Context: an optimization exercise on an open-source flow, tuned for small area, a short achievable clock period and few clock cycles per item. The choices shown serve that exercise and are no tape-out recipe. In this exercise RTL edits were held to simulation tests only and were not proved equivalent to the original.

===== design/flow/run.sh =====
#!/bin/bash
# synth_recipe.tcl (not shown) runs the flow's synth.tcl, then flattens the netlist and writes it again
# the make line also repeats each setting of config.mk as NAME=value (left out here)
make -C /OpenROAD-flow-scripts/flow DESIGN_CONFIG=/design/flow/config.mk WORK_HOME=/design/flow/orfs CLKGATE_MAP_FILE= SYNTH_SCRIPT=/design/flow/synth_recipe.tcl finish

===== design/flow/config.mk =====
export PLATFORM = sky130hd
export DESIGN_NAME = mod_inv_unit
export DESIGN_NICKNAME = mod_inv_unit
export VERILOG_FILES = /design/flow/design.v
export SDC_FILE = /design/flow/constraint.sdc
export NUM_CORES = 4
export LEC_CHECK = 0
export CAP_MARGIN = 20
export CORE_MARGIN = 2
export CORE_UTILIZATION = 65
export PLACE_DENSITY = 0.75
export SETUP_SLACK_MARGIN = 4
export SLEW_MARGIN = 20

===== design/flow/constraint.sdc =====
create_clock -name core_clock -period 10.0 [get_ports {clk}]
set_input_delay 2.0000 -clock core_clock [delete_from_list [all_inputs] [get_ports {clk}]]
set_output_delay 2.0000 -clock core_clock [all_outputs]
set_load 0.01 [all_outputs]

===== design/flow/design.v =====
module mod_inv_unit (
    input  wire        clk,
    input  wire        rst,
    input  wire        in_valid,
    output wire        in_ready,
    input  wire [63:0] in_a,
    input  wire [63:0] in_q,
    output reg         out_valid,
    output wire [63:0] out_r,
    output reg         out_err
);
    reg        busy;
    reg        init;       
    reg [62:0] q_r;
    reg [63:0] u;
    reg [63:0] v;
    reg [63:0] x1;
    reg [63:0] x2;
    reg        uz;         
    reg        vz;         
    reg [1:0]  mk_1;
    reg [1:0]  mk_2;
    reg [1:0]  mk_s;
    reg [1:0]  mk_a;
    reg        sh;         
    reg        sel_v;      
    reg        same;       
    reg        e1;         
    reg        e2;
    assign out_r = x1;
    wire done   = busy && (uz || vz);
    wire step   = busy && !done;
    assign in_ready = !busy || done;
    wire accept = in_valid && in_ready;
    wire load   = !busy || done;
    wire [64:0] ua   = (sh && sel_v) ? {v[63], v} : {u[63], u};
    wire [64:0] ub   = sh ? 65'd0 : ({v[63], v} ^ {65{same}});
    wire [64:0] e    = ua + ub + {64'd0, !sh && same};
    wire j1  = e1;
    wire j2  = !e1 && e2;
    wire j3  = !e1 && !e2;
    wire [63:0] r   = j1 ? e[64:1] : j2 ? {e[64], e[64:2]} : {{2{e[64]}}, e[64:3]};
    wire dneg = e[64] ^ u[63];
    wire ez   = (e[64:1] == 64'd0);
    wire wu   = step && (sh ? !sel_v : !dneg);
    wire wv   = step && (sh ?  sel_v :  dneg);
    wire [63:0] w    = u | v;                        
    wire sp1  = step && !init && !(sh && sel_v);
    wire sp2  = step && !init && sh && sel_v;
    wire sp1i = step && init && !(sh && sel_v);      
    wire sq1  = done && !uz && !init;
    wire sq2  = (done ? uz : (step && !sh)) && !init;
    wire qinv = done ? w[63] : (step && !sh && same);
    wire [63:0] p  = (x1 & {64{sp1}}) | (x2 & {64{sp2}}) | {63'd0, sp1i};
    wire [63:0] qq = ((x1 & {64{sq1}}) | (x2 & {64{sq2}})) ^ {64{qinv}};
    wire [1:0] mk = sh ? (sel_v ? mk_2 : mk_1) : (same ? mk_s : mk_a);
    wire x1l0 = init ? 1'b1 : x1[0];
    wire x2l0 = init ? 1'b0 : x2[0];
    wire t0   = sh ? (sel_v ? x2l0 : x1l0) : (x1l0 ^ x2l0);
    wire psgn = init ? 1'b0 : ((sh && sel_v) ? x2[63] : x1[63]);
    wire k1on = done ? ((uz ? x2[63] : x1[63]) ^ w[63]) : t0;
    wire neg2 = !done && ((j1 && t0 && !psgn) || (j2 && mk[0]) ||
                          (j3 && mk[1] && mk[0]));
    wire pos2 = !done && j3 && !mk[1] && mk[0];
    wire neg4 = !done && j3 && mk[1] && !mk[0];
    wire k2n  = neg2 || neg4;
    wire [1:0] jx = done ? 2'd0 : (j1 ? 2'd1 : j2 ? 2'd2 : 2'd3);
    wire [66:0] k1  = k1on ? {4'd0, q_r} : 67'd0;
    wire [66:0] k2  = (((pos2 || neg2) ? {3'd0, q_r, 1'd0} : 67'd0) |
                       (neg4 ? {2'd0, q_r, 2'd0} : 67'd0)) ^ {67{k2n}};
    wire [66:0] p67 = {{3{p[63]}}, p};
    wire [66:0] q67 = {{3{qq[63]}}, qq};
    wire [66:0] s1 = p67 ^ q67 ^ k1;
    wire [66:0] c1 = {(p67[65:0] & q67[65:0]) | (p67[65:0] & k1[65:0]) |
                      (q67[65:0] & k1[65:0]), qinv};
    wire [66:0] s2 = s1 ^ c1 ^ k2;
    wire [66:0] c2 = {(s1[65:0] & c1[65:0]) | (s1[65:0] & k2[65:0]) |
                      (c1[65:0] & k2[65:0]), k2n};
    wire [66:0] t  = s2 + c2;
    wire [63:0] y  = (jx == 2'd0) ? t[63:0] :
                     (jx == 2'd1) ? t[64:1] :
                     (jx == 2'd2) ? t[65:2] : t[66:3];
    wire [2:0] nx1 = load ? 3'd1 : wu ? y[2:0] : init ? 3'd1 : x1[2:0];
    wire [2:0] nx2 = load ? 3'd0 : wv ? y[2:0] : init ? 3'd0 : x2[2:0];
    wire [2:1] nq  = load ? in_q[2:1] : q_r[2:1];
    function [1:0] mkf(input [2:0] tt, input [2:1] qv);
        reg qa, qb;
        begin
            qa = !qv[1];
            qb = !qv[2];
            mkf[0] = tt[1] ^ (qa & tt[0]);
            mkf[1] = tt[2] ^ (qa & tt[1]) ^ (qb & tt[0]) ^ (qa & tt[1] & tt[0]);
        end
    endfunction
    wire [2:0] nu = load ? in_a[2:0] : wu ? r[2:0] : u[2:0];
    wire [2:0] nv = load ? in_q[2:0] : wv ? r[2:0] : v[2:0];
    wire nsame = load ? (in_a[63] == in_q[63]) : ((wv && !sh) ? 1'b0 : same);
    wire nsh   = !nu[0] || !nv[0];
    wire nselv = nu[0];
    wire [2:1] nvb = nv[2:1] ^ {2{nsame}};
    wire ne1 = nsh ? (nselv ? nv[1] : nu[1]) : !(nu[1] ^ nvb[1]);
    wire ne2 = nsh ? (nselv ? nv[2] : nu[2]) : (nu[2] ^ nvb[2] ^ (nu[1] | nvb[1]));
    wire [2:0] nts = nx1 - nx2;
    wire [2:0] nta = nx1 + nx2;
    always @(posedge clk) begin
        if (rst) begin
            busy      <= 1'b0;
            out_valid <= 1'b0;
        end else begin
            out_valid <= done;
            if (accept)    busy <= 1'b1;
            else if (done) busy <= 1'b0;
        end
        if (done) out_err <= !((w == 64'd1) || (w == {64{1'b1}}));
        if (load) begin
            init <= 1'b1;
            q_r  <= in_q[62:0];
            u    <= in_a;
            v    <= in_q;
            uz   <= (in_a == 64'd0);
            vz   <= (in_q == 64'd0);
        end else begin
            if (step) init <= 1'b0;
            if (wu) begin u <= r; uz <= ez; end
            if (wv) begin v <= r; vz <= ez; end
        end
        if (done || wu)         x1 <= y;
        else if (step && init)  x1 <= 64'd1;
        if (wv)                 x2 <= y;
        else if (step && init)  x2 <= 64'd0;
        sh    <= nsh;
        sel_v <= nselv;
        same  <= nsame;
        e1    <= ne1;
        e2    <= ne2;
        mk_1 <= mkf(nx1, nq);
        mk_2 <= mkf(nx2, nq);
        mk_s <= mkf(nts, nq);
        mk_a <= mkf(nta, nq);
    end
endmodule

==> results of run 1 <==
-- metal layers --
| layer | overflow | global-route usage (%) |
|---|---|---|
| met3 | 48 | 82.20 |
| met4 | 105 | 86.26 |
| met2 | 122 | 96.92 |
| met1 | 36 | 87.02 |
| met5 | 4 | 67.46 |
-- repair_timing --
| action | 4_1_cts |
|---|---|
| gates resized for setup | 192 |
| pin swaps | 56 |
| hold buffers | 0 |
| setup buffers | 73 |
| endpoints found under the setup margin | 373 |
| gates cloned | 21 |
-- stage by stage --
stage	cell area, µm²	setup WS, ps	utilization [%]
after detailed placement	35410	2311	70.57
after global placement	35410	2569	70.57
after floorplan	33260	3285	-
after CTS	38610	3957	76.96
-- cell families after synthesis --
logic type               Yosys count
AND/OR/NAND/NOR                 1350
AO/OA/AOI/OAI                   1084
buffers and inverters            341
flip-flops                       338
XOR/XNOR                         312
adder cells (fa/ha/maj)          264
multiplexers                     110
-- worst min path at each step --
stage                   startpoint            end  depth (start not counted)
floorplan           u[0]$_DFFE_PP_  sel_v$_DFF_P_                          1
global placement    u[0]$_DFFE_PP_  sel_v$_DFF_P_                          1
detailed placement  u[0]$_DFFE_PP_  sel_v$_DFF_P_                          1
CTS                 u[0]$_DFFE_PP_  sel_v$_DFF_P_                          1
==> impl_metrics.toml, run 1 <==
[floorplanning]
die_y_um = 229.5
ios = 198
start_util_pct = 65.91
die_w_um = 229.5
rows = 82

[place]
dp_hpwl_um = 93170
dpl.cell_count = 4454
gp_congestion = 1.083
portBuffers = 197

[timing]
endpoint_type = "sequential cell input"
grt_worst_setup_endpoint = "x1[62]$_SDFFCE_PN0P_/D"

[status]
lastStage = "global routing"
status = "did not finish"
stop_error = "[ERROR GRT-0232] Routing congestion too high. Check the congestion heatmap in the GUI."

[logic_synthesis]
synth_xor_area_share_pct = 8.264
yosysUniqueCellTypes = 93
synth_cells = 3799
ys_ff_latch = 338
synth_top_area_share_pct = 29.24
synth_most_common_cell = "nand2_1"
synthArstFlopShare_pct = 0
synth_simple_gate_area_share_pct = 19.00
syn_avg_cell_area_um2 = 8.704
synth_area_leaders = "edfxtp_1, fa_1, xnor2_1, ha_1, nand2_1"
synth_top_family_by_area = "compound AO/OA/AOI/OAI gates"
synth_area_mm2 = 0.03307
synthTopCellsByCount = "nand2_1, nor2_1, edfxtp_1"
synth-compound-area-share_pct = 22.03
synth_mux_area_share_pct = 3.618
ys_seq_area_share_pct = 30.21
syn-num-nets = 4194
synth-edff-count = 322
yosys.area.top_type = "edfxtp_1"
synthAdderAreaFrac_pct = 12.94
synth-warning-count = 1
ys.flop_type = "edfxtp_1"

[grt]
grt_use_total_pct = 88.13
grt_max_degree = 91
grt-ovfl-total = 315

[clock_tree]
clockRootBuffer = "clkbuf_16"
cts_buffers = 38
clock_path_buffers = 3
htree_num_levels = 2
clock_sinks = 338
Testbench counts, summed over its fixed seeds: cycles 68,253, items 1,600.
==> run 2, diff against run 1 <==
--- a/design/flow/config.mk
+++ b/design/flow/config.mk
@@ -7,7 +7,7 @@
 export LEC_CHECK = 0
 export CAP_MARGIN = 20
 export CORE_MARGIN = 2
-export CORE_UTILIZATION = 65
-export PLACE_DENSITY = 0.75
-export SETUP_SLACK_MARGIN = 4
+export CORE_UTILIZATION = 70
+export PLACE_DENSITY = 0.8
+export SETUP_SLACK_MARGIN = 5
 export SLEW_MARGIN = 20
==> impl_metrics.toml, run 2 <==
[status]
status = "did not finish"
lastStage = "global routing"
stop_error = "[ERROR GRT-0116] Global routing finished with congestion. Check the congestion regions in the DRC Viewer."

[grt]
grt-ovfl-total = 1185
grt_max_degree = 92
first_global_vias = 48850
grt_pass1_wl_um = 349300
grt_use_total_pct = 94.97

[clock_tree]
cts_buffers = 37
clock_sinks = 338
clock_path_buffers = 3
clockRootBuffer = "clkbuf_16"
htree_num_levels = 2

[logic_synthesis]
yosys.area.top_type = "edfxtp_1"
synth-edff-count = 322
synth_cells = 3799
yosysUniqueCellTypes = 93
ys_seq_area_share_pct = 30.21
synth-warning-count = 1
syn_avg_cell_area_um2 = 8.704
synth_top_area_share_pct = 29.24
synth_most_common_cell = "nand2_1"
syn-num-nets = 4194
synthTopCellsByCount = "nand2_1, nor2_1, edfxtp_1"
synth_area_leaders = "edfxtp_1, fa_1, xnor2_1, ha_1, nand2_1"
ys.flop_type = "edfxtp_1"
ys_ff_latch = 338
synthArstFlopShare_pct = 0
synth_area_mm2 = 0.03307

[place]
dp_hpwl_um = 90630
pre_cts_slack_ps = 2146
portBuffers = 197
place_area_mm2 = 0.03530
gp_congestion = 1.156

[floorplanning]
die_w_um = 221.3
die_y_um = 221.3
ios = 198
start_util_pct = 71.02
rows = 79
## run 2: cell counts after synthesis
No cell type changed its count.
## run 2: cell families after synthesis
logic type	share of synthesized area, %
simple gates	19.00
flops	30.21
buf+inv	3.943
mux	3.618
compound gates	22.03
fa+ha+maj	12.94
xor+xnor	8.264
## run 2: repair_timing
item	CTS
buffers inserted	274
gates resized for setup	689
pin swaps	252
setup endpoints to repair	487
hold buffers	0
cloned	35
## run 2: worst min path at each step
stage	slack, ps	depth (start not counted)	end
after floorplan	580	1	sel_v$_DFF_P_
after detailed placement	640	1	sel_v$_DFF_P_
after CTS	650	1	sel_v$_DFF_P_
after global placement	620	1	sel_v$_DFF_P_
## run 2: metrics by stage
stage	util [%]	std cells	hold WS (ps)
global placement	75.83	4387	615.2
detailed placement	75.83	4387	635.2
CTS	91.55	4764	649.7
floorplan	-	3799	578.8
## run 2: metal layers
| layer | GRT overflow | GRT usage (%) |
|---|---|---|
| met1 | 114 | 92.34 |
| met4 | 352 | 97.01 |
| met5 | 22 | 78.40 |
| met3 | 90 | 88.22 |
| met2 | 607 | 103.9 |
==> run 3, diff against run 2 <==
--- a/design/flow/design.v
+++ b/design/flow/design.v
@@ -27,6 +27,10 @@
     reg        same;       
     reg        e1;         
     reg        e2;
+    reg        sp1, sp2, sp1i, sq1, sq2, qinv;
+    reg        dn;         
+    reg        t0;         
+    reg        jx0, jx1, jx2, jx3;
     assign out_r = x1;
     wire done   = busy && (uz || vz);
     wire step   = busy && !done;
@@ -45,26 +49,16 @@
     wire wu   = step && (sh ? !sel_v : !dneg);
     wire wv   = step && (sh ?  sel_v :  dneg);
     wire [63:0] w    = u | v;                        
-    wire sp1  = step && !init && !(sh && sel_v);
-    wire sp2  = step && !init && sh && sel_v;
-    wire sp1i = step && init && !(sh && sel_v);      
-    wire sq1  = done && !uz && !init;
-    wire sq2  = (done ? uz : (step && !sh)) && !init;
-    wire qinv = done ? w[63] : (step && !sh && same);
     wire [63:0] p  = (x1 & {64{sp1}}) | (x2 & {64{sp2}}) | {63'd0, sp1i};
     wire [63:0] qq = ((x1 & {64{sq1}}) | (x2 & {64{sq2}})) ^ {64{qinv}};
     wire [1:0] mk = sh ? (sel_v ? mk_2 : mk_1) : (same ? mk_s : mk_a);
-    wire x1l0 = init ? 1'b1 : x1[0];
-    wire x2l0 = init ? 1'b0 : x2[0];
-    wire t0   = sh ? (sel_v ? x2l0 : x1l0) : (x1l0 ^ x2l0);
-    wire psgn = init ? 1'b0 : ((sh && sel_v) ? x2[63] : x1[63]);
-    wire k1on = done ? ((uz ? x2[63] : x1[63]) ^ w[63]) : t0;
-    wire neg2 = !done && ((j1 && t0 && !psgn) || (j2 && mk[0]) ||
-                          (j3 && mk[1] && mk[0]));
-    wire pos2 = !done && j3 && !mk[1] && mk[0];
-    wire neg4 = !done && j3 && mk[1] && !mk[0];
+    wire psgn = (x1[63] && sp1) || (x2[63] && sp2);
+    wire k1on = dn ? (((x1[63] && sq1) || (x2[63] && sq2)) ^ qinv) : t0;
+    wire neg2 = !dn && ((j1 && t0 && !psgn) || (j2 && mk[0]) ||
+                        (j3 && mk[1] && mk[0]));
+    wire pos2 = !dn && j3 && !mk[1] && mk[0];
+    wire neg4 = !dn && j3 && mk[1] && !mk[0];
     wire k2n  = neg2 || neg4;
-    wire [1:0] jx = done ? 2'd0 : (j1 ? 2'd1 : j2 ? 2'd2 : 2'd3);
     wire [66:0] k1  = k1on ? {4'd0, q_r} : 67'd0;
     wire [66:0] k2  = (((pos2 || neg2) ? {3'd0, q_r, 1'd0} : 67'd0) |
                        (neg4 ? {2'd0, q_r, 2'd0} : 67'd0)) ^ {67{k2n}};
@@ -77,9 +71,8 @@
     wire [66:0] c2 = {(s1[65:0] & c1[65:0]) | (s1[65:0] & k2[65:0]) |
                       (c1[65:0] & k2[65:0]), k2n};
     wire [66:0] t  = s2 + c2;
-    wire [63:0] y  = (jx == 2'd0) ? t[63:0] :
-                     (jx == 2'd1) ? t[64:1] :
-                     (jx == 2'd2) ? t[65:2] : t[66:3];
+    wire [63:0] y  = ({64{jx0}} & t[63:0]) | ({64{jx1}} & t[64:1]) |
+                     ({64{jx2}} & t[65:2]) | ({64{jx3}} & t[66:3]);
     wire [2:0] nx1 = load ? 3'd1 : wu ? y[2:0] : init ? 3'd1 : x1[2:0];
     wire [2:0] nx2 = load ? 3'd0 : wv ? y[2:0] : init ? 3'd0 : x2[2:0];
     wire [2:1] nq  = load ? in_q[2:1] : q_r[2:1];
@@ -101,6 +94,14 @@
     wire ne1 = nsh ? (nselv ? nv[1] : nu[1]) : !(nu[1] ^ nvb[1]);
     wire ne2 = nsh ? (nselv ? nv[2] : nu[2]) : (nu[2] ^ nvb[2] ^ (nu[1] | nvb[1]));
     wire [2:0] nts = nx1 - nx2;
+    wire nbusy = !rst && (accept || (busy && !done));
+    wire ninit = load || (init && !step);
+    wire nuz   = load ? (in_a == 64'd0) : wu ? ez : uz;
+    wire nvz   = load ? (in_q == 64'd0) : wv ? ez : vz;
+    wire ndone = nbusy && (nuz || nvz);
+    wire nstep = nbusy && !(nuz || nvz);
+    wire nw63  = (load ? in_a[63] : wu ? r[63] : u[63]) |
+                 (load ? in_q[63] : wv ? r[63] : v[63]);
     wire [2:0] nta = nx1 + nx2;
     always @(posedge clk) begin
         if (rst) begin
@@ -128,6 +129,18 @@
         else if (step && init)  x1 <= 64'd1;
         if (wv)                 x2 <= y;
         else if (step && init)  x2 <= 64'd0;
+        sp1   <= nstep && !ninit && !(nsh && nselv);
+        sp2   <= nstep && !ninit && nsh && nselv;
+        sp1i  <= nstep && ninit && !(nsh && nselv);
+        sq1   <= ndone && !nuz && !ninit;
+        sq2   <= (ndone ? nuz : (nstep && !nsh)) && !ninit;
+        qinv  <= ndone ? nw63 : (nstep && !nsh && nsame);
+        dn    <= ndone;
+        t0    <= nsh ? (nselv ? nx2[0] : nx1[0]) : (nx1[0] ^ nx2[0]);
+        jx0   <= ndone;
+        jx1   <= !ndone && ne1;
+        jx2   <= !ndone && !ne1 && ne2;
+        jx3   <= !ndone && !ne1 && !ne2;
         sh    <= nsh;
         sel_v <= nselv;
         same  <= nsame;
--- a/design/flow/config.mk
+++ b/design/flow/config.mk
@@ -7,7 +7,7 @@
 export LEC_CHECK = 0
 export CAP_MARGIN = 20
 export CORE_MARGIN = 2
-export CORE_UTILIZATION = 70
-export PLACE_DENSITY = 0.8
-export SETUP_SLACK_MARGIN = 5
+export CORE_UTILIZATION = 50
+export PLACE_DENSITY = 0.65
+export SETUP_SLACK_MARGIN = 4
 export SLEW_MARGIN = 20
==> impl_metrics.toml, run 3 <==
[clock_tree]
cts_buffers = 42
clock_path_buffers = 3
clockRootBuffer = "clkbuf_16"
clk_pin_slew_ps = 60
holdBufCountCts = 0
htree_num_levels = 2
tritoncts = "done"
clk-insertion-delay-late_ps = 610
clock_sinks = 349

[grt]
grt_use_met2_pct = 62.86
busiest_layer = "met2"
grt_pass1_wl_um = 198300
grtUsageMet3_pct = 5.707
grt_util_met1_pct = 46.19
grt_max_degree = 107
grt-ovfl-total = 0
first_global_vias = 30550
grt_antenna_before_repair = 1
grt_use_total_pct = 37.89

[setup_path]
worstReg2RegStart = "sel_v$_DFF_P_"
crit_path_frequent_cell = "nor3_1"
arrival_ps = 6460
cp_slowest_cell = "a2111oi_2"
slowest_delay_ps = 620
worstPathMaxFanout = 32
crit_buf_inv = 1
worstSetupEndpointType = "register"
required_ps = 10480
path_class = "register to register"
cp-start-kind = "register"
cp_top_family = "simple AND/OR/NAND/NOR gates"
timing.critical_path.cells = "buf_12 -> nand2_8 -> mux2_2 -> ha_1 -> nand2_1 -> nor3_1 -> o311ai_2 -> a2111oi_2 -> nor3_1 -> xnor2_1 -> nor4b_1 -> and4_1 -> and4_1 -> nand2_1 -> mux2_2 -> nor3_1"
cp-startpoint = "sel_v$_DFF_P_"

[timing]
finClkSkew_ps = 31.20
slew_headroom_pct = 21.13
tns_ps = 0
grt_setup_unrepaired = "true"
post-route-period-util_pct = 59.76
clock.fmax_mhz = 167.3
hold_viol_final = 0
finalCriticalPeriod_ps = 5976
finalSetupViolCount = 0
slew_violations = 0
hold-worst-slack_ps = 616.4
worst_slew_pin_slew_ps = 1172

[layout]
layout-drive-gt1-share_pct = 10.19
syn_to_final_growth_pct = 15.38
final_common_cell = "nor2_1"
fillers = 5955
layout_common_cells = "nor2_1, edfxtp_1, nand2_1"
stdcell_count = 4684
seqCellArea_mm2 = 0.01022
final_nets = 4183
multi_input_area_mm2 = 0.02265

[floorplanning]
die_area_mm2 = 0.06876
ios = 198
die_y_um = 262.2
rows = 94
start_util_pct = 50.62
coreArea_mm2 = 0.06586
die_w_um = 262.2

[drt]
totalWireLength_um = 135700
via_per_inst = 6.773
wire_per_inst_um = 28.97
route.detailed.drc = 0
route.vias.total = 31730
antenna_left = 0
dr.first_iter.drc_count = 3747
drtPass1Iterations = 7

[status]
status = "finished clean"

[logic_synthesis]
ys_seq_area_share_pct = 30.56
synth_area_leaders = "edfxtp_1, fa_1, xnor2_1, ha_1, nor2_1"
synth_top_area_share_pct = 28.82
synthTopCellsByCount = "nor2_1, edfxtp_1, nand2_1"
yosys.area.top_type = "edfxtp_1"
synth-warning-count = 1
syn_avg_cell_area_um2 = 8.993
ys.flop_type = "edfxtp_1"
syn-num-nets = 4103
synth-edff-count = 320
yosysUniqueCellTypes = 96
ys_ff_latch = 349
synthArstFlopShare_pct = 0
synth_area_mm2 = 0.03334
synth_most_common_cell = "nor2_1"
synth_cells = 3707

[job]
cap_violations = 0

[place]
portBuffers = 197
gp_congestion = 1.035
dpl.cell_count = 4554
dp_hpwl_um = 99160

[worst_hold_path]
hold_start = "busy$_SDFFE_PP0P_"
hold_path_class = "register to register"
## run 3: what timing repair did
item,CTS,global route
pin swaps,11,19
endpoints found under the setup margin,366,154
cloned,5,1
buffers inserted,27,20
gates resized for setup,58,122
## run 3: cell type report
type / count / area share, %
multi-input combinational: 3026 / 58.87
clock buffer: 50 / 2.944
tap: 864 / 2.810
inverter: 89 / 0.9075
sequential: 349 / 26.57
timing repair buffer: 279 / 7.192
clock inverter: 26 / 0.6961
antenna: 1 / 0.006505
## run 3: worst paths after layout
kind / to / slack [ps] / cells after the start
worst max-delay path: sq2$_DFF_P_ / 4020 / 16
worst min-delay path: out_valid$_SDFF_PP0_ / 620 / 2
worst max register to register: sq2$_DFF_P_ / 4020 / 16
worst min register to register: out_valid$_SDFF_PP0_ / 620 / 2
## run 3: metal layers
metal	up-vias	wire, µm
met5	-	8
met3	415	11670
li1	14090	-
met4	2	10470
met1	15500	50160
met2	1720	63390
## run 3: logic make-up (layout without fill, tap and decap cells)
family / count (synthesis) / after routing / share of synthesized area, %
compound gates: 1141 / 1141 / 24.26
mux: 91 / 92 / 3.025
simple gates: 1223 / 1227 / 17.47
other cells: 0 / 1 / 0
flops: 349 / 349 / 30.56
fa+ha+maj: 265 / 265 / 12.87
xor+xnor: 301 / 301 / 7.908
buf+inv: 337 / 444 / 3.907
## run 3: worst reg2reg max path: cells and delay by family (launching register included)
kind                       cells  cell delay, ps
muxes                          2             720
xor gates and xnor gates       1             240
and+or+nand+nor                9            2910
DFF                            1             410
AOI/OAI and AO/OA              2             920
adders and majority gates      1             480
buffers and inverters          1             160
## run 3: per-stage QoR
step / setup WS (ps) / instance area (µm²) / utilization, %
6_report: 4024 / 38470 / 58.40
5_1_grt: 3981 / 38460 / 58.40
4_1_cts: 4012 / 37780 / 57.36
3_5_place_dp: 2683 / 35840 / 54.41
3_3_place_gp: 2763 / 35840 / 54.41
2_1_floorplan: 3206 / 33460 / -
Testbench counts of run 3, summed over its fixed seeds: cycles 68,253, items 1,600.
==> run 4, diff against run 3 <==
--- a/design/flow/config.mk
+++ b/design/flow/config.mk
@@ -7,7 +7,6 @@
 export LEC_CHECK = 0
 export CAP_MARGIN = 20
 export CORE_MARGIN = 2
-export CORE_UTILIZATION = 50
-export PLACE_DENSITY = 0.65
-export SETUP_SLACK_MARGIN = 4
+export CORE_UTILIZATION = 45
+export SETUP_SLACK_MARGIN = 5
 export SLEW_MARGIN = 20
==> impl_metrics.toml, run 4 <==
[timing]
slew_violations = 0
finalCriticalPeriod_ps = 5704
hold_viol_final = 0
clock.fmax_mhz = 175.3
worst_slew_pin_slew_ps = 1115
slew_headroom_pct = 24.97
finClkSkew_ps = 20.99
tns_ps = 0
hold-worst-slack_ps = 647.7
post-route-period-util_pct = 57.04
grt_setup_unrepaired = "true"
finalSetupViolCount = 0

[floorplanning]
ios = 198
die_w_um = 276.2
start_util_pct = 45.54
coreArea_mm2 = 0.07321
rows = 99
die_y_um = 276.2
die_area_mm2 = 0.07628

[worst_hold_path]
worstHoldPathCells = 2
hold_start = "busy$_SDFFE_PP0P_"
hold_path_class = "register to register"
whs_endpoint = "out_valid$_SDFF_PP0_"

[status]
status = "finished clean"

[setup_path]
rr_worst_depth = 27
cp-start-kind = "register"
worstSetupEndpointType = "register"
required_ps = 10310
regToRegEndpoint = "x2[43]$_SDFFCE_PP0P_"
arrival_ps = 6020
path_class = "register to register"
worstPathMaxFanout = 8
worstReg2RegStart = "sq1$_DFF_P_"
ff2ff_setup_slack_ps = 4300

[layout]
final_nets = 4357
syn_to_final_growth_pct = 30.15
final_common_cell = "nor2_1"
layout-drive-gt1-share_pct = 22.81
final_cell_area_mm2 = 0.04339
layout_common_cells = "nor2_1, edfxtp_1, nand2_1"
final_util_pct = 59.27

[logic_synthesis]
synthArstFlopShare_pct = 0
syn_avg_cell_area_um2 = 8.993
synth_top_area_share_pct = 28.82
synth_area_leaders = "edfxtp_1, fa_1, xnor2_1, ha_1, nor2_1"
ys_ff_latch = 349
synth-warning-count = 1
synth_most_common_cell = "nor2_1"
synth_cells = 3707
synth_area_mm2 = 0.03334
ys_seq_area_share_pct = 30.56
synthTopCellsByCount = "nor2_1, edfxtp_1, nand2_1"
syn-num-nets = 4103
yosys.area.top_type = "edfxtp_1"
ys.flop_type = "edfxtp_1"
yosysUniqueCellTypes = 96
synth-edff-count = 320

[drt]
antenna_left = 0
wire_per_inst_um = 30.45
totalWireLength_um = 150900
route.vias.total = 33150
route.detailed.drc = 0
via_per_inst = 6.690
drtPass1Iterations = 10
dr.first_iter.drc_count = 3957

[place]
gp_congestion = 1.015
dp_hpwl_um = 100900
portBuffers = 197
place_area_mm2 = 0.03645

[clock_tree]
clk-insertion-delay-late_ps = 600
clockRootBuffer = "clkbuf_16"
cts_buffers = 42
clock_sinks = 349
clock_path_buffers = 3
htree_num_levels = 2
tritoncts = "done"
clk_pin_slew_ps = 60

[grt]
grt-ovfl-total = 0
first_global_vias = 31830
grt_use_total_pct = 37.62
grt_max_degree = 77
grt_pass1_wl_um = 214600
grt_antenna_before_repair = 4

[job]
cap_violations = 0
[run 4: repair_timing]
action	4_1_cts	5_1_grt
setup endpoints to repair	487	276
gates resized for setup	414	238
pin swaps	97	76
cloned	26	3
buffers inserted	134	63
hold buffers	0	0
[run 4: cell type report]
class,instances,area (µm²)
clock buffer,55,1131
timing repair buffer,452,4940
antenna,2,5.005
inverter,89,349.1
tap,959,1200
multi-input combinational,3027,25300
clock inverter,22,237.7
fill,6307,29820
sequential,349,10230
[run 4: through the flow]
step / setup WS, ps / cells
global placement: 2887 / 4650
CTS: 4410 / 4887
global route: 4073 / 4953
finish: 4296 / 4955
floorplan: 3207 / 3707
detailed placement: 2810 / 4650
[run 4: worst max-delay path: stages (launching register included)]
cell and delay [ps]:
dfxtp_4 360, buf_16 130, a22oi_2 190, xnor2_2 120, mux2i_4 190, buf_12 180, buf_12 140, nor2b_4 40
fa_1 490, inv_2 40, fa_1 500, fa_2 440, nor2b_4 170, o2111ai_4 170, a31oi_4 270, a22oi_2 90
buf_6 150, nor3_4 140, nor3b_4 70, o31a_1 260, buf_6 140, buf_6 130, buf_4 130, o31ai_4 270
xor2_2 140, a22oi_1 180, o211ai_1 140, nor2b_1 170
[run 4: kinds of logic after synthesis]
kind of cell	share of synthesized area, %
buffers and inverters	3.907
DFF	30.56
and+or+nand+nor	17.47
muxes	3.025
xor gates and xnor gates	7.908
AOI/OAI and AO/OA	24.26
adders and majority gates	12.87
[run 4: worst max path at each step]
stage / start / to / slack (ps) / cells after the start
after floorplan: same$_DFF_P_ / x2[0]$_SDFFCE_PP0P_ / 3210 / 18
after global placement: sq1$_DFF_P_ / x2[59]$_SDFFCE_PP0P_ / 2890 / 21
after detailed placement: sq1$_DFF_P_ / x1[59]$_SDFFCE_PN0P_ / 2810 / 21
after CTS: sq1$_DFF_P_ / x2[59]$_SDFFCE_PP0P_ / 4410 / 21
after global routing: sq1$_DFF_P_ / x2[48]$_SDFFCE_PP0P_ / 4070 / 24
final: sq1$_DFF_P_ / x2[43]$_SDFFCE_PP0P_ / 4300 / 27
[run 4: routing by layer]
metal	up-vias	track usage (%)	share of wire, %
met4	2	24.76	8.5
met5	-	0	0.0073
li1	14440	-	-
met1	16330	46.30	37
met3	533	5.873	8.3
met2	1841	61.39	46
==> run 5, diff against run 4 <==
--- a/design/flow/design.v
+++ b/design/flow/design.v
@@ -10,7 +10,8 @@
     output reg         out_err
 );
     reg        busy;
-    reg        init;       
+    reg        x1c;        
+    reg        x2c;        
     reg [62:0] q_r;
     reg [63:0] u;
     reg [63:0] v;
@@ -27,9 +28,10 @@
     reg        same;       
     reg        e1;         
     reg        e2;
-    reg        sp1, sp2, sp1i, sq1, sq2, qinv;
+    reg        sp1, sp2, sp1i, sq1, sq1i, sq2, qinv;
     reg        dn;         
     reg        t0;         
+    reg        k1on;       
     reg        jx0, jx1, jx2, jx3;
     assign out_r = x1;
     wire done   = busy && (uz || vz);
@@ -50,10 +52,9 @@
     wire wv   = step && (sh ?  sel_v :  dneg);
     wire [63:0] w    = u | v;                        
     wire [63:0] p  = (x1 & {64{sp1}}) | (x2 & {64{sp2}}) | {63'd0, sp1i};
-    wire [63:0] qq = ((x1 & {64{sq1}}) | (x2 & {64{sq2}})) ^ {64{qinv}};
+    wire [63:0] qq = ((x1 & {64{sq1}}) | (x2 & {64{sq2}}) | {63'd0, sq1i}) ^ {64{qinv}};
     wire [1:0] mk = sh ? (sel_v ? mk_2 : mk_1) : (same ? mk_s : mk_a);
     wire psgn = (x1[63] && sp1) || (x2[63] && sp2);
-    wire k1on = dn ? (((x1[63] && sq1) || (x2[63] && sq2)) ^ qinv) : t0;
     wire neg2 = !dn && ((j1 && t0 && !psgn) || (j2 && mk[0]) ||
                         (j3 && mk[1] && mk[0]));
     wire pos2 = !dn && j3 && !mk[1] && mk[0];
@@ -73,8 +74,8 @@
     wire [66:0] t  = s2 + c2;
     wire [63:0] y  = ({64{jx0}} & t[63:0]) | ({64{jx1}} & t[64:1]) |
                      ({64{jx2}} & t[65:2]) | ({64{jx3}} & t[66:3]);
-    wire [2:0] nx1 = load ? 3'd1 : wu ? y[2:0] : init ? 3'd1 : x1[2:0];
-    wire [2:0] nx2 = load ? 3'd0 : wv ? y[2:0] : init ? 3'd0 : x2[2:0];
+    wire [2:0] nx1 = load ? 3'd1 : wu ? y[2:0] : x1c ? 3'd1 : x1[2:0];
+    wire [2:0] nx2 = load ? 3'd0 : wv ? y[2:0] : x2c ? 3'd0 : x2[2:0];
     wire [2:1] nq  = load ? in_q[2:1] : q_r[2:1];
     function [1:0] mkf(input [2:0] tt, input [2:1] qv);
         reg qa, qb;
@@ -95,11 +96,18 @@
     wire ne2 = nsh ? (nselv ? nv[2] : nu[2]) : (nu[2] ^ nvb[2] ^ (nu[1] | nvb[1]));
     wire [2:0] nts = nx1 - nx2;
     wire nbusy = !rst && (accept || (busy && !done));
-    wire ninit = load || (init && !step);
-    wire nuz   = load ? (in_a == 64'd0) : wu ? ez : uz;
-    wire nvz   = load ? (in_q == 64'd0) : wv ? ez : vz;
+    wire nx1c  = load || (x1c && !wu);
+    wire nx2c  = load || (x2c && !wv);
+    wire nuz   = load ? 1'b0 : wu ? ez : uz;
+    wire nvz   = load ? 1'b0 : wv ? ez : vz;
     wire ndone = nbusy && (nuz || nvz);
     wire nstep = nbusy && !(nuz || nvz);
+    wire nt0   = nsh ? (nselv ? nx2[0] : nx1[0]) : (nx1[0] ^ nx2[0]);
+    wire nx1s  = !(load || x1c) && x1[63];
+    wire nx2s  = !(load || x2c) && x2[63];
+    wire nus   = load ? in_a[63] : u[63];
+    wire nvs   = load ? in_q[63] : v[63];
+    wire nkd   = nuz ? (nx2s ^ nvs) : (nx1s ^ nus);
     wire nw63  = (load ? in_a[63] : wu ? r[63] : u[63]) |
                  (load ? in_q[63] : wv ? r[63] : v[63]);
     wire [2:0] nta = nx1 + nx2;
@@ -114,29 +122,29 @@
         end
         if (done) out_err <= !((w == 64'd1) || (w == {64{1'b1}}));
         if (load) begin
-            init <= 1'b1;
             q_r  <= in_q[62:0];
             u    <= in_a;
             v    <= in_q;
-            uz   <= (in_a == 64'd0);
-            vz   <= (in_q == 64'd0);
+            uz   <= 1'b0;
+            vz   <= 1'b0;
         end else begin
-            if (step) init <= 1'b0;
             if (wu) begin u <= r; uz <= ez; end
             if (wv) begin v <= r; vz <= ez; end
         end
-        if (done || wu)         x1 <= y;
-        else if (step && init)  x1 <= 64'd1;
-        if (wv)                 x2 <= y;
-        else if (step && init)  x2 <= 64'd0;
-        sp1   <= nstep && !ninit && !(nsh && nselv);
-        sp2   <= nstep && !ninit && nsh && nselv;
-        sp1i  <= nstep && ninit && !(nsh && nselv);
-        sq1   <= ndone && !nuz && !ninit;
-        sq2   <= (ndone ? nuz : (nstep && !nsh)) && !ninit;
+        if (done || wu) x1 <= y;
+        if (wv)         x2 <= y;
+        x1c <= nx1c;
+        x2c <= nx2c;
+        sp1   <= nstep && !nx1c && !(nsh && nselv);
+        sp2   <= nstep && !nx2c && nsh && nselv;
+        sp1i  <= nstep && nx1c && !(nsh && nselv);
+        sq1   <= ndone && !nuz && !nx1c;
+        sq1i  <= ndone && !nuz && nx1c;
+        sq2   <= (ndone ? nuz : (nstep && !nsh)) && !nx2c;
         qinv  <= ndone ? nw63 : (nstep && !nsh && nsame);
         dn    <= ndone;
-        t0    <= nsh ? (nselv ? nx2[0] : nx1[0]) : (nx1[0] ^ nx2[0]);
+        t0    <= nt0;
+        k1on  <= ndone ? nkd : nt0;
         jx0   <= ndone;
         jx1   <= !ndone && ne1;
         jx2   <= !ndone && !ne1 && ne2;
--- a/design/flow/config.mk
+++ b/design/flow/config.mk
@@ -7,6 +7,7 @@
 export LEC_CHECK = 0
 export CAP_MARGIN = 20
 export CORE_MARGIN = 2
-export CORE_UTILIZATION = 45
-export SETUP_SLACK_MARGIN = 5
+export CORE_UTILIZATION = 50
+export PLACE_DENSITY = 0.65
+export SETUP_SLACK_MARGIN = 4
 export SLEW_MARGIN = 20
==> impl_metrics.toml, run 5 <==
[status]
status = "finished clean"

[setup_path]
regToRegEndpoint = "x1[35]$_DFFE_PP_"
path_class = "register to register"
ff2ff_setup_slack_ps = 4150
rr_worst_depth = 21
worstSetupEndpointType = "register"
required_ps = 10320
timing.critical_path.cells = "buf_12 -> inv_6 -> mux2_4 -> o41a_4 -> clkbuf_16 -> o21ai_0 -> a21oi_1 -> a31oi_1 -> fa_1 -> ha_1 -> nand4_1 -> or3_4 -> nor2_2 -> o21ai_2 -> and2_2 -> o41a_1 -> o21ai_2 -> a21oi_2 -> o31ai_2 -> xor2_1 -> a221o_1"
cp_slowest_cell = "o41a_1"
slowest_delay_ps = 530
arrival_ps = 6170
worstPathMaxFanout = 6
worstReg2RegStart = "sh$_DFF_P_"
crit_path_frequent_cell = "o21ai_2"
cp-start-kind = "register"

[layout]
final_cell_area_mm2 = 0.03745
final_nets = 3995
layout_common_cells = "nand2_1, edfxtp_1, nor2_1"
layout-drive-gt1-share_pct = 11.49
syn_to_final_growth_pct = 17.14
final_common_cell = "nand2_1"

[floorplanning]
rows = 92
coreArea_mm2 = 0.06320
die_area_mm2 = 0.06597
die_y_um = 256.9
die_w_um = 256.9
ios = 198
start_util_pct = 50.58

[logic_synthesis]
syn-num-nets = 3903
yosysUniqueCellTypes = 101
syn_avg_cell_area_um2 = 9.115
synth_top_area_share_pct = 30.06
synth_area_mm2 = 0.03197
yosys.area.top_type = "edfxtp_1"
synth_area_leaders = "edfxtp_1, fa_1, xnor2_1, ha_1, nand2_1"
synth_most_common_cell = "nand2_1"
synthArstFlopShare_pct = 0
synthTopCellsByCount = "nand2_1, edfxtp_1, nor2_1"
ys.flop_type = "edfxtp_1"
synth_cells = 3507
synth-warning-count = 1
ys_ff_latch = 352
synth-edff-count = 320
ys_seq_area_share_pct = 32.06

[clock_tree]
cts_buffers = 39
tritoncts = "done"
holdBufCountCts = 0
clk_pin_slew_ps = 60
clk-insertion-delay-late_ps = 600
clock_path_buffers = 3
clock_sinks = 352
htree_num_levels = 2
clockRootBuffer = "clkbuf_16"

[place]
portBuffers = 197
place_area_mm2 = 0.03442
gp_congestion = 1.035
pre_cts_slack_ps = 2669
dp_hpwl_um = 93770

[grt]
grt_antenna_before_repair = 1
grt_pass1_wl_um = 184400
grt-ovfl-total = 0
first_global_vias = 28780
grt_use_total_pct = 36.73
grt_max_degree = 92

[timing]
post-route-period-util_pct = 58.47
clock.fmax_mhz = 171.0
slew_headroom_pct = 31.15
finClkSkew_ps = 39.30
tns_ps = 0
slew_violations = 0
finalSetupViolCount = 0
hold_viol_final = 0
finalCriticalPeriod_ps = 5847
worst_slew_pin_slew_ps = 1033
grt_setup_unrepaired = "true"
setup_ws_ps = 4153

[drt]
drtPass1Iterations = 10
route.vias.total = 30160
totalWireLength_um = 126700
dr.first_iter.drc_count = 3973
antenna_left = 0
route.detailed.drc = 0
wire_per_inst_um = 28.30
via_per_inst = 6.735

[worst_hold_path]
whs_endpoint = "x2c$_DFF_P_"
worstHoldPathCells = 2
hold_start = "x2c$_DFF_P_"
hold_path_class = "register to register"

[job]
cap_violations = 0
==> run 5: changes by cell type after synthesis, sizes merged, moves of 28 or more <==
cell	delta
a31oi	+43
o22ai	-47
nor2b	-71
a21o	-28
and2	+52
o21ai	+100
a21oi	+40
nand2	+90
xnor2	-51
nor2	-134
nor3	-36
==> run 5: cell families after synthesis <==
family | share of synthesized area, %
xor+xnor | 7.394
simple gates | 15.48
fa+ha+maj | 13.43
flops | 32.06
mux | 3.163
compound gates | 24.55
buf+inv | 3.930
==> run 5: repair_timing <==
action | 4_1_cts | 5_1_grt
cloned | 3 | 4
setup endpoints to repair | 235 | 193
pin swaps | 24 | 40
resized for setup | 89 | 116
buffers inserted | 20 | 35
==> run 5: how the worst max path moves through the flow <==
stage            startpoint                to  slack, ps  cells past startpoint
3_3_place_gp     sh$_DFF_P_  x1[61]$_DFFE_PP_       2710                     18
6_report         sh$_DFF_P_  x1[35]$_DFFE_PP_       4150                     21
4_1_cts          sh$_DFF_P_   mk_s[1]$_DFF_P_       3960                     19
2_1_floorplan    sh$_DFF_P_   x1[0]$_DFFE_PP_       2070                     16
3_5_place_dp     sh$_DFF_P_  x1[60]$_DFFE_PP_       2670                     18
5_1_grt        same$_DFF_P_  x2[60]$_DFFE_PN_       3960                     21
==> run 5: layout make-up <==
type / count / area (µm²)
diodes: 2 / 5.005
clock buffers: 51 / 1104
clock inverters: 21 / 271.5
fillers: 5418 / 25750
inverters: 76 / 301.5
multi-input cells: 2837 / 21400
flip-flops and latches: 352 / 10290
well taps: 846 / 1059
repair buffers: 293 / 3017
==> run 5: worst max-delay path, delay by kind of cell, from the launching register on <==
family,cells,cell delay (ps)
XOR/XNOR,1,200
AO/OA/AOI/OAI,10,2450
buffers and inverters,3,410
AND/OR/NAND/NOR,4,990
adder cells (fa/ha/maj),2,820
flip-flops,1,370
multiplexers,1,310
==> run 5: metal layers <==
layer,part of all wire [%],routed length (µm),track usage (%)
met1,39,49870,49.13
met2,46,58260,59.53
met3,8.9,11240,4.334
met4,5.8,7372,17.49
met5,0,0,0
==> run 5: per-stage QoR <==
stage / util [%] / hold slack (ps) / std cells
2_1_floorplan: - / 469.8 / 3507
3_3_place_gp: 54.46 / 542.2 / 4342
3_5_place_dp: 54.46 / 549.9 / 4342
4_1_cts: 57.71 / 558.2 / 4437
5_1_grt: 59.25 / 603.1 / 4476
6_report: 59.25 / 578.9 / 4478
Testbench counts of run 5, summed over its fixed seeds: cycles 68,253, items 1,600.
==> run 6, diff against run 5 <==
--- a/design/flow/design.v
+++ b/design/flow/design.v
@@ -31,6 +31,7 @@
     reg        sp1, sp2, sp1i, sq1, sq1i, sq2, qinv;
     reg        dn;         
     reg        t0;         
+    reg        psgn;       
     reg        k1on;       
     reg        jx0, jx1, jx2, jx3;
     assign out_r = x1;
@@ -54,7 +55,6 @@
     wire [63:0] p  = (x1 & {64{sp1}}) | (x2 & {64{sp2}}) | {63'd0, sp1i};
     wire [63:0] qq = ((x1 & {64{sq1}}) | (x2 & {64{sq2}}) | {63'd0, sq1i}) ^ {64{qinv}};
     wire [1:0] mk = sh ? (sel_v ? mk_2 : mk_1) : (same ? mk_s : mk_a);
-    wire psgn = (x1[63] && sp1) || (x2[63] && sp2);
     wire neg2 = !dn && ((j1 && t0 && !psgn) || (j2 && mk[0]) ||
                         (j3 && mk[1] && mk[0]));
     wire pos2 = !dn && j3 && !mk[1] && mk[0];
@@ -145,6 +145,7 @@
         dn    <= ndone;
         t0    <= nt0;
         k1on  <= ndone ? nkd : nt0;
+        psgn  <= wu ? (nx2s ^ nsame) : nx1s;
         jx0   <= ndone;
         jx1   <= !ndone && ne1;
         jx2   <= !ndone && !ne1 && ne2;
==> impl_metrics.toml, run 6 <==
[logic_synthesis]
synth_top_area_share_pct = 29.69
synth_area_leaders = "edfxtp_1, fa_1, nand2_1, xnor2_1, ha_1"
synth-warning-count = 1
yosys.area.top_type = "edfxtp_1"
ys.flop_type = "edfxtp_1"
synth-edff-count = 320
ys_ff_latch = 353
synthTopCellsByCount = "nand2_1, nor2_1, edfxtp_1"
synthArstFlopShare_pct = 0
syn-num-nets = 4009
yosysUniqueCellTypes = 103
synth_most_common_cell = "nand2_1"
ys_seq_area_share_pct = 31.73
synth_cells = 3613
syn_avg_cell_area_um2 = 8.958
synth_area_mm2 = 0.03236

[drt]
drtPass1Iterations = 13
route.vias.total = 31320
via_per_inst = 6.771
totalWireLength_um = 131100
route.detailed.drc = 0
wire_per_inst_um = 28.33
antenna_left = 0
dr.first_iter.drc_count = 3563

[clock_tree]
clockRootBuffer = "clkbuf_16"
clock_sinks = 353
holdBufCountCts = 0
htree_num_levels = 2
clk-insertion-delay-late_ps = 610
tritoncts = "done"
clk_pin_slew_ps = 60
clock_path_buffers = 3
cts_buffers = 42

[setup_path]
worstPathMaxFanout = 27
required_ps = 10470
cp-start-kind = "register"
path_class = "register to register"
worstSetupEndpointType = "register"
arrival_ps = 6480

[layout]
seqCellArea_mm2 = 0.01031
syn_to_final_growth_pct = 18.70
final_common_cell = "nand2_1"
multi_input_area_mm2 = 0.02186
final_util_pct = 59.81
layout-drive-gt1-share_pct = 12.76
layout_common_cells = "nand2_1, edfxtp_1, nor2_1"
fillers = 5538
final_nets = 4131

[grt]
first_global_vias = 29830
grt-ovfl-total = 0
grt_use_total_pct = 37.00
grt_antenna_before_repair = 4
grt_pass1_wl_um = 187900
grt_max_degree = 75

[floorplanning]
ios = 198
die_area_mm2 = 0.06678
die_y_um = 258.4
die_w_um = 258.4
coreArea_mm2 = 0.06423
rows = 93
start_util_pct = 50.39

[place]
portBuffers = 197
gp_congestion = 1.024
dp_hpwl_um = 94050
pre_cts_slack_ps = 2070

[timing]
setup_ws_ps = 3993
hold_viol_final = 0
slew_violations = 0
slew_headroom_pct = 28.95
finClkSkew_ps = 32.39
finalSetupViolCount = 0
grt_setup_unrepaired = "true"
post-route-period-util_pct = 60.07
clock.fmax_mhz = 166.5
finalCriticalPeriod_ps = 6007
hold-worst-slack_ps = 549.8
worst_slew_pin_slew_ps = 1066
tns_ps = 0

[job]
cap_violations = 0

[worst_hold_path]
hold_path_class = "register to register"

[status]
status = "finished clean"
## run 6: layer usage
layer | track usage [%] | part of all wire [%]
met3 | 5.839 | 9.7
met1 | 48.23 | 38
met5 | 0 | 0.0099
met4 | 16.60 | 5.9
met2 | 60.81 | 46
## run 6: kinds of logic (layout without fill, tap and decap cells)
logic type	after synthesis	after routing	share of synthesized area (%)
simple gates	1197	1199	17.08
compound gates	1138	1139	24.14
flops	353	353	31.73
buf+inv	314	467	3.762
fa+ha+maj	265	265	13.26
xor+xnor	256	256	6.951
mux	90	90	3.066
other cells	0	2	0
## run 6: stage by stage
step                cell area (µm²)  instances
floorplan                     32390       3613
global placement              34820       4457
global route                  38420       4626
CTS                           37140       4570
detailed placement            34830       4457
finish                        38420       4626
## run 6: cell type report
type                       instances  share of cell area, %
clock buffer                      53                  3.169
sequential                       353                  26.85
clock inverter                    25                 0.7295
inverter                          70                 0.8501
antenna                            2                0.01303
timing repair buffer             317                  8.647
multi-input combinational       2949                  56.90
tap                              855                  2.785
timing repair inverter             2                0.05862
## run 6: path summary, 6_finish.rpt
check,from,to,slack [ps],cells past startpoint
setup / recovery,sh$_DFF_P_,k1on$_DFF_P_,3990,17
hold reg to reg,busy$_SDFFE_PP0P_,out_valid$_SDFF_PP0_,550,2
hold / removal,busy$_SDFFE_PP0P_,out_valid$_SDFF_PP0_,550,2
setup reg to reg,sh$_DFF_P_,k1on$_DFF_P_,3990,17
## run 6: repair_timing
item | in CTS | in global routing
cloned | 4 | 9
hold endpoints to repair | 0 | 0
endpoints found under the setup margin | 305 | 86
pin swaps | 15 | 42
resized for setup | 88 | 158
setup buffers | 31 | 45
## run 6: critical path, cell delays in order (launching register included)
cell,delay [ps]
dfxtp_4,400
buf_12,140
nand2_8,100
buf_8,260
mux2_2,400
ha_1,420
a21oi_1,330
o21ai_0,200
a221oi_2,370
o221ai_4,280
or2_4,390
o311ai_4,470
nand4b_1,240
or4b_1,570
nor4_2,310
nand4_2,300
nor3_4,310
mux2_2,360
Testbench counts of run 6, summed over its fixed seeds: cycles 68,253, items 1,600.
==> run 7, diff against run 6 <==
--- a/design/flow/design.v
+++ b/design/flow/design.v
@@ -19,6 +19,8 @@
     reg [63:0] x2;
     reg        uz;         
     reg        vz;         
+    reg        u1;         
+    reg        v1;         
     reg [1:0]  mk_1;
     reg [1:0]  mk_2;
     reg [1:0]  mk_s;
@@ -35,7 +37,7 @@
     reg        k1on;       
     reg        jx0, jx1, jx2, jx3;
     assign out_r = x1;
-    wire done   = busy && (uz || vz);
+    wire done   = busy && (uz || vz || u1 || v1);
     wire step   = busy && !done;
     assign in_ready = !busy || done;
     wire accept = in_valid && in_ready;
@@ -48,7 +50,8 @@
     wire j3  = !e1 && !e2;
     wire [63:0] r   = j1 ? e[64:1] : j2 ? {e[64], e[64:2]} : {{2{e[64]}}, e[64:3]};
     wire dneg = e[64] ^ u[63];
-    wire ez   = (e[64:1] == 64'd0);
+    wire ez   = sh ? (ua[63:0] == 64'd0) :
+                     (((u ^ v) ^ ({u[62:0] | v[62:0], 1'b0} & {64{!same}})) == 64'd0);
     wire wu   = step && (sh ? !sel_v : !dneg);
     wire wv   = step && (sh ?  sel_v :  dneg);
     wire [63:0] w    = u | v;                        
@@ -100,16 +103,18 @@
     wire nx2c  = load || (x2c && !wv);
     wire nuz   = load ? 1'b0 : wu ? ez : uz;
     wire nvz   = load ? 1'b0 : wv ? ez : vz;
-    wire ndone = nbusy && (nuz || nvz);
-    wire nstep = nbusy && !(nuz || nvz);
+    wire nu1   = !load && (u == 64'd1 || u == {64{1'b1}}) && !nuz;
+    wire nv1   = !load && (v == 64'd1 || v == {64{1'b1}}) && !nvz;
+    wire ndone = nbusy && (nuz || nvz || nu1 || nv1);
+    wire nstep = nbusy && !(nuz || nvz || nu1 || nv1);
+    wire ntu   = nu1 || nvz;
     wire nt0   = nsh ? (nselv ? nx2[0] : nx1[0]) : (nx1[0] ^ nx2[0]);
     wire nx1s  = !(load || x1c) && x1[63];
     wire nx2s  = !(load || x2c) && x2[63];
     wire nus   = load ? in_a[63] : u[63];
     wire nvs   = load ? in_q[63] : v[63];
-    wire nkd   = nuz ? (nx2s ^ nvs) : (nx1s ^ nus);
-    wire nw63  = (load ? in_a[63] : wu ? r[63] : u[63]) |
-                 (load ? in_q[63] : wv ? r[63] : v[63]);
+    wire nkd   = ntu ? (nx1s ^ nus) : (nx2s ^ nvs);
+    wire nw63  = ntu ? nus : nvs;
     wire [2:0] nta = nx1 + nx2;
     always @(posedge clk) begin
         if (rst) begin
@@ -120,16 +125,20 @@
             if (accept)    busy <= 1'b1;
             else if (done) busy <= 1'b0;
         end
-        if (done) out_err <= !((w == 64'd1) || (w == {64{1'b1}}));
+        if (done) out_err <= !(u1 || v1 || (w == 64'd1) || (w == {64{1'b1}}));
         if (load) begin
             q_r  <= in_q[62:0];
             u    <= in_a;
             v    <= in_q;
             uz   <= 1'b0;
             vz   <= 1'b0;
+            u1   <= 1'b0;
+            v1   <= 1'b0;
         end else begin
             if (wu) begin u <= r; uz <= ez; end
             if (wv) begin v <= r; vz <= ez; end
+            u1 <= nu1;
+            v1 <= nv1;
         end
         if (done || wu) x1 <= y;
         if (wv)         x2 <= y;
@@ -138,9 +147,9 @@
         sp1   <= nstep && !nx1c && !(nsh && nselv);
         sp2   <= nstep && !nx2c && nsh && nselv;
         sp1i  <= nstep && nx1c && !(nsh && nselv);
-        sq1   <= ndone && !nuz && !nx1c;
-        sq1i  <= ndone && !nuz && nx1c;
-        sq2   <= (ndone ? nuz : (nstep && !nsh)) && !nx2c;
+        sq1   <= ndone && ntu && !nx1c;
+        sq1i  <= ndone && ntu && nx1c;
+        sq2   <= (ndone ? !ntu : (nstep && !nsh)) && !nx2c;
         qinv  <= ndone ? nw63 : (nstep && !nsh && nsame);
         dn    <= ndone;
         t0    <= nt0;
==> impl_metrics.toml, run 7 <==
[setup_path]
worstSetupEndpointType = "register"
required_ps = 10370
cp-start-kind = "register"
crit_buf_inv = 5
timing.critical_path.cells = "inv_1 -> nand2_8 -> buf_16 -> a221oi_2 -> a31oi_1 -> fa_1 -> inv_1 -> ha_4 -> o211a_1 -> o31a_1 -> o211ai_1 -> buf_4 -> a31oi_4 -> a311o_2 -> o211ai_1 -> buf_4 -> a31oi_4 -> a221o_1 -> a21oi_2 -> xnor2_2 -> a22o_1 -> a221o_1"
arrival_ps = 6240
cp_top_family = "compound AO/OA/AOI/OAI gates"
path_class = "register to register"
rr_worst_depth = 22
worstPathMaxFanout = 8
crit_cells = 22
slowest_delay_ps = 790
cp_slowest_cell = "inv_1"

[timing]
post-route-period-util_pct = 58.65
worst_slew_pin_slew_ps = 1340
finClkSkew_ps = 37.98
tns_ps = 0
finalCriticalPeriod_ps = 5865
slew_headroom_pct = 9.876
hold_viol_final = 0
slew_violations = 0
clock.fmax_mhz = 170.5
finalSetupViolCount = 0
grt_setup_unrepaired = "true"

[layout]
diodes = 0
layout_common_cells = "nand2_1, edfxtp_1, inv_1"
layout-drive-gt1-share_pct = 8.049
final_common_cell = "nand2_1"
syn_to_final_growth_pct = 16.12
final_nets = 4527
fillers = 6068
final_util_pct = 58.89

[clock_tree]
clk_pin_slew_ps = 60
holdBufCountCts = 0
clockRootBuffer = "clkbuf_16"
clock_path_buffers = 3
cts_buffers = 43
tritoncts = "done"
clk-insertion-delay-late_ps = 630
clock_sinks = 355
htree_num_levels = 2

[logic_synthesis]
ys_ff_latch = 355
synthTopCellsByCount = "nand2_1, edfxtp_1, inv_1"
synth_top_area_share_pct = 28.07
synth_area_leaders = "edfxtp_1, fa_1, ha_1, xnor2_1, nand2_1"
syn-num-nets = 4401
synth-warning-count = 1
synth_area_mm2 = 0.03424
synth-edff-count = 320
synth_cells = 3941
yosysUniqueCellTypes = 97
yosys.area.top_type = "edfxtp_1"
ys.flop_type = "edfxtp_1"
synth_most_common_cell = "nand2_1"
synthArstFlopShare_pct = 0
syn_avg_cell_area_um2 = 8.688
ys_seq_area_share_pct = 30.11

[drt]
dr.first_iter.drc_count = 3551
route.detailed.drc = 0
route.vias.total = 32460
via_per_inst = 6.527
wire_per_inst_um = 27.95
totalWireLength_um = 139000
drtPass1Iterations = 12
antenna_left = 0

[floorplanning]
die_y_um = 265.7
die_w_um = 265.7
start_util_pct = 50.71
die_area_mm2 = 0.07059
ios = 198
coreArea_mm2 = 0.06751
rows = 95

[grt]
grt_pass1_wl_um = 201400
grt-ovfl-total = 0
first_global_vias = 31290
grt_max_degree = 81
grt_use_total_pct = 38.34
grt_antenna_before_repair = 1

[job]
cap_violations = 0

[status]
status = "finished clean"

[place]
dp_hpwl_um = 104100
portBuffers = 197
gp_congestion = 1.048

[worst_hold_path]
hold_path_class = "register to register"
worstHoldPathCells = 1
-- run 7: logic make-up (layout without fill, tap and decap cells) --
group	after synthesis	after routing	share of synthesized area [%]
flops	355	355	30.11
mux	33	33	0.9794
compound gates	1138	1140	22.62
buf+inv	558	711	6.172
xor+xnor	334	334	8.584
fa+ha+maj	330	330	14.90
simple gates	1193	1197	16.63
-- run 7: what timing repair did --
action | in CTS | in global routing
pin swaps | 13 | 32
resized for setup | 63 | 106
gates cloned | 7 | 3
setup buffers | 32 | 41
endpoints found under the setup margin | 450 | 242
-- run 7: path summary, 6_finish.rpt --
kind	from	end	slack, ps
worst min register to register	v1$_SDFF_PN0_	out_err$_DFFE_PP_	570
worst min-delay path	v1$_SDFF_PN0_	out_err$_DFFE_PP_	570
worst max-delay path	jx0$_DFF_P_	x1[63]$_DFFE_PP_	4140
worst max register to register	jx0$_DFF_P_	x1[63]$_DFFE_PP_	4140
-- run 7: per-stage QoR --
stage	std cells	cell area [µm²]	setup slack, ps	hold slack [ps]
finish	4973	39760	4135	569.8
global route	4973	39760	3939	582.4
CTS	4929	38870	3980	571.2
detailed placement	4812	36770	2360	553.9
global placement	4812	36770	2469	566.3
floorplan	3941	34270	4061	515.0
-- run 7: cell type report --
cell class	count	area (µm²)	share of cell area, %
clock buffer	54	1137	2.861
clock inverter	24	240.2	0.6042
inverter	324	1246	3.134
multi-input combinational	3034	22540	56.68
sequential	355	10350	26.04
tap	873	1092	2.747
timing repair buffer	309	3154	7.934
-- run 7: layer usage --
layer  part of all wire [%]  vias up  GRT usage (%)
li1                       -    14570              -
met1                     39    15810          48.19
met2                     46     1688          63.17
met3                    8.8      393          6.804
met4                    6.6        2          20.07
met5                 0.0094        -              0
Testbench counts of run 7, summed over its fixed seeds: cycles 65,895, items 1,600.

## afterwards: timing with drivers on the ports
No port has a modelled driver above. Below, the same layouts with a new extraction and two added sets of constraints. Step 1 (the two cells are an assumption about what drives the block):
set clk [get_ports {clk}]
set_driving_cell -lib_cell sky130_fd_sc_hd__clkbuf_16 $clk
set_driving_cell -lib_cell sky130_fd_sc_hd__buf_2 [delete_from_list [all_inputs] $clk]
Step 2 adds t to the input delays and takes it off the output delays; t is the mean of the earliest and latest rising clock arrival at the registers after step 1. Input paths then give back, and output paths get back, about the clock's delay inside the block. a / b / c = ideal ports / drivers / drivers and shift; a / b = the first two.
run | shift t [ns] | slack for setup (ns) | worst hold slack (ns) | cell pins on the clock port's net
run 3 | 0.663 | 4.024 / 4.024 / 4.024 | 0.616 / 0.616 / 0.616 | 1
run 4 | 0.659 | 4.296 / 4.296 / 4.296 | 0.648 / 0.648 / 0.648 | 1
run 5 | 0.647 | 4.153 / 4.153 / 4.153 | 0.579 / 0.579 / 0.579 | 1
run 6 | 0.661 | 3.993 / 3.993 / 3.993 | 0.550 / 0.550 / 0.550 | 1
run 7 | 0.679 | 4.135 / 4.135 / 4.135 | 0.570 / 0.570 / 0.570 | 1
After both steps setup and hold are still met in every run listed.
